What follows belongs to an exercise in optimizing a design on an open flow for small area, a short achievable clock period and few clock cycles; a production flow would make more cautious choices.
RTL that was checked went through simulation tests only; none was proved equivalent to the original.
No activity file was given, so power comes from the tool's default toggle rates.

Design ccb, start of the top module:
module ccb (
    input  wire         clk,
    input  wire         rst,
    input  wire         cmd_valid,
    output reg          cmd_ready,
    input  wire [31:0]  cmd_data,
    output reg          rsp_valid,
    output reg  [2:0]   rsp_status,
    output reg  [31:0]  rsp_value,
    input  wire         edge_valid,
    input  wire [31:0]  edge_data,
    input  wire [29:0]  pin_i,
    input  wire [63:0]  time_i,
    output reg          ev_valid,
    output reg          ev_pulse,
    output reg  [2:0]   ev_ch,
    output reg  [15:0]  ev_val,
    output wire [127:0] duty_o,
    output reg  [29:0]  pin_oe,
    output reg  [89:0]  pin_ch,
    output wire         err_o
);
Size: about 1100 flip-flops, about 470 I/O pins, ~68000 µm² of cells after synthesis.
Settings: LEC_CHECK=0, ABC_CLOCK_PERIOD_IN_PS=3000, CAP_MARGIN=20, CELL_PAD_IN_SITES_DETAIL_PLACEMENT=1, CELL_PAD_IN_SITES_GLOBAL_PLACEMENT=1, CORE_MARGIN=2, CORE_UTILIZATION=40, SLEW_MARGIN=20; clock period 14.0 ns.
standard.sh (not shown) runs the stock make flow with config.mk's settings and CLKGATE_MAP_FILE= SYNTH_SCRIPT=/design/flow/synth_recipe.tcl, a recipe that flattens the netlist after the stock synthesis.
==> flow/flow/run.sh <==
#!/bin/bash
# Standard layout, with timing repair aimed well below the design's period
# and plain buffers (instead of delay cells) on the ports.
set -euo pipefail
bash standard.sh SETUP_SLACK_MARGIN=9 "BUFFER_PORTS_ARGS=-buffer_cell sky130_fd_sc_hd__buf_2" finish > standard_flow.log 2>&1
Testbench counts at the start, summed over its fixed seeds: cycles 30,149.
Change:
--- a/flow/design.v
+++ b/flow/design.v
@@ -139,25 +139,25 @@
     integer p, c2;
     always @(*) begin
         pin_oe_d = 30'd0;
         pin_ch_d = 90'd0;
         for (p = 0; p < 30; p = p + 1)
             for (c2 = 7; c2 >= 0; c2 = c2 - 1)
                 if (led[c2] == p) begin
                     pin_oe_d[p]        = 1'b1;
                     pin_ch_d[3*p +: 3] = c2[2:0];
                 end
     end
-    always @(posedge clk) begin
-        pin_oe <= pin_oe_d;
-        pin_ch <= pin_ch_d;
+    always @(*) begin
+        pin_oe = pin_oe_d;
+        pin_ch = pin_ch_d;
     end
     function automatic [7:0] gmask(input [7:0] pn, input [7:0][4:0] sp);
         integer c;
         begin
             for (c = 0; c < 8; c = c + 1)
                 gmask[c] = (pn[7:5] == 3'd0) && (pn[4:0] == sp[c]);
         end
     endfunction
     function automatic [7:0] edge_bits(input v, input [31:0] w, input [7:0][4:0] sp);
         reg [2:0] s;
         begin
@@ -189,23 +189,28 @@
     wire o_setpol  = hf[3];
     wire o_setpoll = hf[4];
     wire o_stest   = hf[5];
     wire o_process = hf[6];
     wire o_edge    = hf[7];
     wire o_gedge   = hf[8];
     wire o_drain   = hf[9];
     wire o_resolve = hf[10];
     wire o_retgt   = hf[11];
     wire o_tick    = hf[12];
     wire o_poll    = hf[13];
-    reg  allv;                    
+    reg  [7:0] pv_ok;
+    always @(*) begin : pvchk2
+        integer c;
+        for (c = 0; c < 8; c = c + 1) pv_ok[c] = xq[8*c +: 8] <= 8'd29;
+    end
+    wire allv = &pv_ok;
     reg  [7:0] chg_led, chg_sns;
     always @(*) begin : chgs
         integer c;
         for (c = 0; c < 8; c = c + 1) begin
             chg_led[c] = allv && (xq[8*c +: 5] != led[c]);
             chg_sns[c] = allv && (xq[8*c +: 5] != sns[c]);
         end
     end
     reg  [7:0][4:0] sns_eff;
     always @(*) begin : snse
         integer c;
@@ -337,34 +342,33 @@
                         rsp_valid <= 1'b1; rsp_value <= 32'd1;
                     end
                     OP_GETPOLL: begin
                         rsp_valid <= 1'b1; rsp_value <= {31'd0, poll_en};
                     end
                     OP_SETPOLL, OP_EDGE, OP_GEDGE, OP_RETARGET: begin
                         rsp_valid <= 1'b1; rsp_value <= 32'd0;
                         st <= S_EXEC; go_q <= 1'b1; cmd_ready <= 1'b0;
                     end
                     OP_DRAIN: begin
                         rsp_valid <= 1'b1;
-                        rsp_value <= {24'd0, pend_in | edge_bits(edge_valid, edge_data, sns_eff)};
+                        rsp_value <= {24'd0, pend_in | edge_bits(edge_valid, edge_data, sns)};
                         st <= S_EXEC; go_q <= 1'b1; cmd_ready <= 1'b0;
                     end
                     default: begin
                         st <= S_EXEC; go_q <= 1'b1; cmd_ready <= 1'b0;
                     end
                     endcase
                 end
             end
             if (st == S_OPS && accept) begin
                 left <= left - 2'd1;
-                allv <= &c_pvok;
                 if (left == 2'd1) begin
                     rsp_status <= o_st;
                     rsp_value  <= 32'd0;
                     if (o_st != 3'd0) begin
                         rsp_valid <= 1'b1; err <= 1'b1;
                         st <= S_IDLE;
                     end else begin
                         st <= S_EXEC; go_q <= 1'b1; cmd_ready <= 1'b0;
                         if (h_op == OP_SETPOL) begin
                             rsp_valid <= 1'b1;
                         end else if (h_op == OP_SETSNS) begin
The changed run ran to the end with no violations.
Non-clock buffer count went up by 157.
Sequential share of layout area falls by 3.1 points.
Routed wire length fell by 0.43%.
Sequential cell count falls by 121.
Cell count hardly moves.
Synthesized cell count drops by 1.2%.
Via count went up by 1.5%.
Combinational power increases by about 3%.
Die area shrinks by 3.0%.
Setup slack gets worse by 0.29 ns.
First-iteration DRC count climbs by 12%.
Final area rose by 0.60%.
Only the layout flow was run in the second run of this note; the RTL was not checked for function there.

## what the ideal ports hide
Ports are ideal in the flow. The routed layouts listed here were re-timed in OpenROAD. Step 1 (the two cells are an assumption about what drives the block):
set clk [get_ports {clk}]
set_driving_cell -lib_cell sky130_fd_sc_hd__clkbuf_16 $clk
set_driving_cell -lib_cell sky130_fd_sc_hd__buf_2 [delete_from_list [all_inputs] $clk]
Step 2, shift: input delay + t, output delay - t, t = (earliest + latest rising clock arrival at the registers) / 2. This alone moves slack from input paths to output paths. a / b / c = no drivers / after step 1 / after step 2; a / b = the first two.
run | t, ns | slack for setup (ns) | hold slack, ns | worst slew at a driven data input, ns | pins driven straight from the clock port
the first run | 0.899 | 9.047 / 9.048 / 8.150 | 0.450 / 0.450 / 0.450 | 0.13 | 1
the second run | 0.853 | 8.759 / 8.666 / 8.245 | 0.458 / 0.458 / 0.458 | 0.13 | 1
After both steps every run listed still meets setup and hold. For the first run, which loses most, drivers alone change the setup slack by +0.001 ns; drivers and shift together by -0.897 ns.
